From an optimization exercise on the open Yosys and OpenROAD flow, aimed at small area, a short achievable clock period and few clock cycles per item; shortcuts taken in it are not production practice.
Only simulation tests tie the RTL to the original design; equivalence was not proved.

==> inputs of run R <==
Design mixpcm, start of the top module:
module mixpcm (
    input  wire        clk,
    input  wire        rst,
    input  wire        in_valid,
    output wire        in_ready,
    input  wire [31:0] in_v,
    input  wire [31:0] in_x,
    input  wire [31:0] in_gv,
    input  wire [31:0] in_gi,
    output reg         out_valid,
    output reg  [31:0] out_mix,
    output reg  [15:0] out_pcm,
    output reg         out_nan
);
    reg         ir, v0;
    reg [3:0]   os, oh;
    reg [91:0]  om;
    reg [35:0]  ox;
    assign in_ready = ir;
    wire [127:0] iw = {in_gi, in_x, in_gv, in_v};
    wire [3:0] need, need2, isub;
    genvar k;
    generate
        for (k = 0; k < 4; k = k + 1) begin : g_op
            wire [31:0] w  = iw[32*k +: 32];
            wire [22:0] mk = om[23*k +: 23];
            assign need[k]  = !oh[k] && (mk != 0);
            assign need2[k] = need[k] && !mk[22];
            assign isub[k]  = (w[30:23] == 8'd0) && (w[22:0] != 0);
            always @(posedge clk) begin
                if (ir) begin
                    os[k]          <= w[31];
                    oh[k]          <= (w[30:23] != 8'd0);
                    om[23*k +: 23] <= w[22:0];
                    ox[9*k +: 9]   <= {1'b0, w[30:24], w[23] | (w[30:23] == 8'd0)};
                end else if (need[k]) begin
                    oh[k]          <= mk[22];
                    om[23*k +: 23] <= {mk[21:0], 1'b0};
                    ox[9*k +: 9]   <= ox[9*k +: 9] - 9'd1;
                end
            end
        end
    endgenerate
    always @(posedge clk) begin
        if (rst) begin
            ir <= 1'b1;
            v0 <= 1'b0;
        end else if (ir) begin
            ir <= !(in_valid && (|isub));
            v0 <= in_valid;
        end else begin
            ir <= !(|need2);
        end
    end
    wire              q1_nan, q1_inf, q1_zero, q1_sign;
    wire [46:0]       q1_p;
    wire signed [9:0] q1_e;
    wire              q2_nan, q2_inf, q2_zero, q2_sign;
    wire [46:0]       q2_p;
    wire signed [9:0] q2_e;
    mixpcm_prod u_p1 (.sa(os[0]), .ha(oh[0]), .ma(om[22:0]), .xa(ox[8:0]),
                      .sb(os[1]), .hb(oh[1]), .mb(om[45:23]), .xb(ox[17:9]),
                      .nan(q1_nan), .inf(q1_inf), .zero(q1_zero), .sign(q1_sign),
                      .pn(q1_p), .en(q1_e));
    mixpcm_prod u_p2 (.sa(os[2]), .ha(oh[2]), .ma(om[68:46]), .xa(ox[26:18]),
  ...
==> flow/config.mk <==
export PLATFORM = sky130hd
export DESIGN_NAME = mixpcm
export DESIGN_NICKNAME = mixpcm
export VERILOG_FILES = /design/flow/design.v
export SDC_FILE = /design/flow/constraint.sdc
export NUM_CORES = 4
export LEC_CHECK = 0
export CAP_MARGIN = 20
export CORE_MARGIN = 2
export CORE_UTILIZATION = 68
export PLACE_DENSITY = 0.75
export SLEW_MARGIN = 20
export SYNTH_HIERARCHICAL = 1
export SYNTH_MINIMUM_KEEP_SIZE = 0
==> flow/constraint.sdc <==
create_clock -name core_clock -period 45.0 [get_ports {clk}]
set_input_delay 9.0000 -clock core_clock [delete_from_list [all_inputs] [get_ports {clk}]]
set_output_delay 9.0000 -clock core_clock [all_outputs]
set_load 0.01 [all_outputs]
standard.sh (not shown) runs the stock make flow with config.mk's settings and CLKGATE_MAP_FILE= SYNTH_SCRIPT=/design/flow/synth_recipe.tcl, a recipe that flattens the netlist after the stock synthesis.
==> flow/flow/run.sh <==
#!/bin/bash
# The standard layout (standard.sh) with two changes to how it is made:
# - the ports get plain sky130 buffers (buf_2) instead of the delay buffers
#   buffer_ports picks by default (still one buffer on every input and output);
# - ORFS's setup repair steps are asked for a slack margin close to the clock
#   period, so that they work the register-to-register paths down towards the
#   period the fixed I/O delays allow.
# Constraints, synthesis and every other step are the standard ones.
set -euo pipefail
bash standard.sh synth > synth.log 2>&1
bash standard.sh "BUFFER_PORTS_ARGS=-buffer_cell sky130_fd_sc_hd__buf_2" \
    SETUP_SLACK_MARGIN=34.9 finish > layout.log 2>&1
==> inputs of run H, as changes to run R <==
- CORE_UTILIZATION: 68 -> 55
- PLACE_DENSITY: 0.75 -> default
==> summary of the runs <==
Wire length: run H is larger than run R (about 1.3%).
In sequential cell count, run H and run R do not differ.
Of run R and run H, run R has the higher worst setup slack (gap 39 ps).
Of run R and run H, run R has the higher fmax (gap about 0.4%, measured against run H).
In critical path depth, run R and run H do not differ.
In synthesized cell count, run H and run R do not differ.
Against run H, the sequential share of layout area of run R is higher by 0.089 points.
==> figures <==
item	run H	run R
Outcome	complete, no violations	complete, no violations
Number of well-tap cells placed	1625	1287
Clock tree skew after final layout	69.4 ps	27.1 ps
Worst-Skew Late Latency	690 ps	640 ps
TritonCTS buffer count	47	46
Reg2Reg Capture Point	out_mix[29]$_DFF_P_	out_pcm[2]$_DFF_P_
Gr usage total	39.4%	48.0%
Crit-path slowest cell	dfxtp_2	dfxtp_1
Largest net degree at the start of global routing	89	88
Share of post-route cells with drive strength above 1	12.6%	12.4%
Register cell area after layout	9190 µm²	9170 µm²
Total placed instance area	70300 µm²	69800 µm²
Routed length on met3	27200 µm	36000 µm
Proportion of cell area occupied by multi-input gates	76.6%	77.2%
Number of DRC violations after detailed-routing iteration 0	7424	9003
Testbench counts of run R, summed over its fixed seeds: cycles 32,032, items 32,000.
Testbench counts of run H, summed over its fixed seeds: cycles 32,032, items 32,000.

* * *

==> inputs of v10 <==
Another version of the RTL of mixpcm (not shown whole).
==> module mixpcm_prod, before the edit <==
module mixpcm_prod (
    input  wire              sa, ha,
    input  wire [22:0]       ma,
    input  wire signed [8:0] xa,
    input  wire              sb, hb,
    input  wire [22:0]       mb,
    input  wire signed [8:0] xb,
    output wire              nan,
    output wire              inf,
    output wire              zero,
    output wire              sign,
    output wire [46:0]       pn,
    output wire signed [9:0] en
);
    wire a_max  = (xa == 9'sd255);
    wire b_max  = (xb == 9'sd255);
    wire a_mz   = (ma == 0);
    wire b_mz   = (mb == 0);
    wire a_nan  = a_max && !a_mz;
    wire b_nan  = b_max && !b_mz;
    wire a_inf  = a_max && a_mz;
    wire b_inf  = b_max && b_mz;
    wire a_zero = !ha && a_mz;
    wire b_zero = !hb && b_mz;
    assign sign = sa ^ sb;
    assign nan  = a_nan || b_nan || (a_inf && b_zero) || (b_inf && a_zero);
    assign inf  = !nan && (a_inf || b_inf);
    assign zero = !nan && !inf && (a_zero || b_zero);
    wire [47:0] p;
    mixpcm_mul24 u_mul (.a(ma), .b(mb), .p(p));
    assign pn = p[47] ? p[46:0] : p[45:0] << 1;
    assign en = $signed({xa[8], xa}) + $signed({xb[8], xb}) - $signed({9'b0, !p[47]});
endmodule
Settings: LEC_CHECK=0, CAP_MARGIN=20, CORE_MARGIN=2, CORE_UTILIZATION=55, SLEW_MARGIN=20, SYNTH_HIERARCHICAL=1, SYNTH_MINIMUM_KEEP_SIZE=0; clock period 45.0 ns.
==> flow/flow/run.sh <==
#!/bin/bash
# The standard layout (standard.sh) with two changes to how it is made:
# - the ports get plain sky130 buffers (buf_2) instead of the delay buffers
#   buffer_ports picks by default (still one buffer on every input and output);
# - ORFS's setup repair steps are asked for a slack margin close to the clock
#   period, so that they work the register-to-register paths down towards the
#   period the fixed I/O delays allow.
# Constraints, synthesis and every other step are the standard ones.
set -euo pipefail
bash standard.sh synth > synth.log 2>&1
bash standard.sh "BUFFER_PORTS_ARGS=-buffer_cell sky130_fd_sc_hd__buf_2" \
    SETUP_SLACK_MARGIN=34.8 finish > layout.log 2>&1
==> v18 (differences from v10) <==
--- a/flow/design.v
+++ b/flow/design.v
@@ -66,7 +66,9 @@
     wire [47:0] p;
     mixpcm_mul24 u_mul (.a(ma), .b(mb), .p(p));
     assign pn = p[47] ? p[46:0] : p[45:0] << 1;
-    assign en = $signed({xa[8], xa}) + $signed({xb[8], xb}) - $signed({9'b0, !p[47]});
+    wire signed [9:0] es  = $signed({xa[8], xa}) + $signed({xb[8], xb});
+    wire signed [9:0] es1 = es - 10'sd1;
+    assign en = p[47] ? es : es1;
 endmodule
 module mixpcm_add (
     input  wire [46:0]       p1, p2,
--- a/flow/flow/run.sh
+++ b/flow/flow/run.sh
@@ -9,4 +9,4 @@
 set -euo pipefail
 bash standard.sh synth > synth.log 2>&1
 bash standard.sh "BUFFER_PORTS_ARGS=-buffer_cell sky130_fd_sc_hd__buf_2" \
-    SETUP_SLACK_MARGIN=34.8 finish > layout.log 2>&1
+    SETUP_SLACK_MARGIN=35.1 finish > layout.log 2>&1
- CORE_UTILIZATION: 55 -> 68
- PLACE_DENSITY: unset -> 0.75
==> notes <==
- Between v10 and v18, the lower routed wire length is in v18 (gap 5.0%, measured against v18).
- Against v10, the die area of v18 is lower by 20%.
- Of v18 and v10, v10 has the higher synthesized cell count (gap 1.7%, measured against v10).
- Against v18, the worst hold slack of v10 is better by 0.0014 ns.
- Sequential cell count is the same in v18 and v10.
- Critical path depth is the same in v18 and v10.
Testbench counts of v10, summed over its fixed seeds: cycles 32,032, items 32,000.
Testbench counts of v18, summed over its fixed seeds: cycles 32,032, items 32,000.

-- what the ideal ports hide --
How much do the figures lean on ideal ports? The routed layouts below were timed once more, with nothing changed but the port constraints.
Step 1 (the two cells are an assumption about what drives the block):
set clk [get_ports {clk}]
set_driving_cell -lib_cell sky130_fd_sc_hd__clkbuf_16 $clk
set_driving_cell -lib_cell sky130_fd_sc_hd__buf_2 [delete_from_list [all_inputs] $clk]
Step 2 moves the port delays by t, midway between the first and last clock arrival at a register: inputs arrive t later, outputs are due t later. That takes back most of the time a late clock gives input paths.
Three values: ideal, step 1, step 2; two values: the first two.
| run | t, ns | setup slack, ns | clock arrival spread, ns |
|---|---|---|---|
| run R | 0.704 | 34.907 / 34.829 / 34.406 | 0.032 / 0.032 |
| run H | 0.736 | 34.868 / 34.786 / 34.573 | 0.069 / 0.069 |
| v10 | 0.726 | 34.845 / 34.764 / 34.710 | 0.027 / 0.027 |
| v18 | 0.718 | 34.902 / 34.823 / 34.495 | 0.060 / 0.060 |
After both steps every run listed still meets setup and hold. For run R, which loses most, drivers alone change the setup slack by -0.078 ns; drivers and shift together by -0.501 ns.
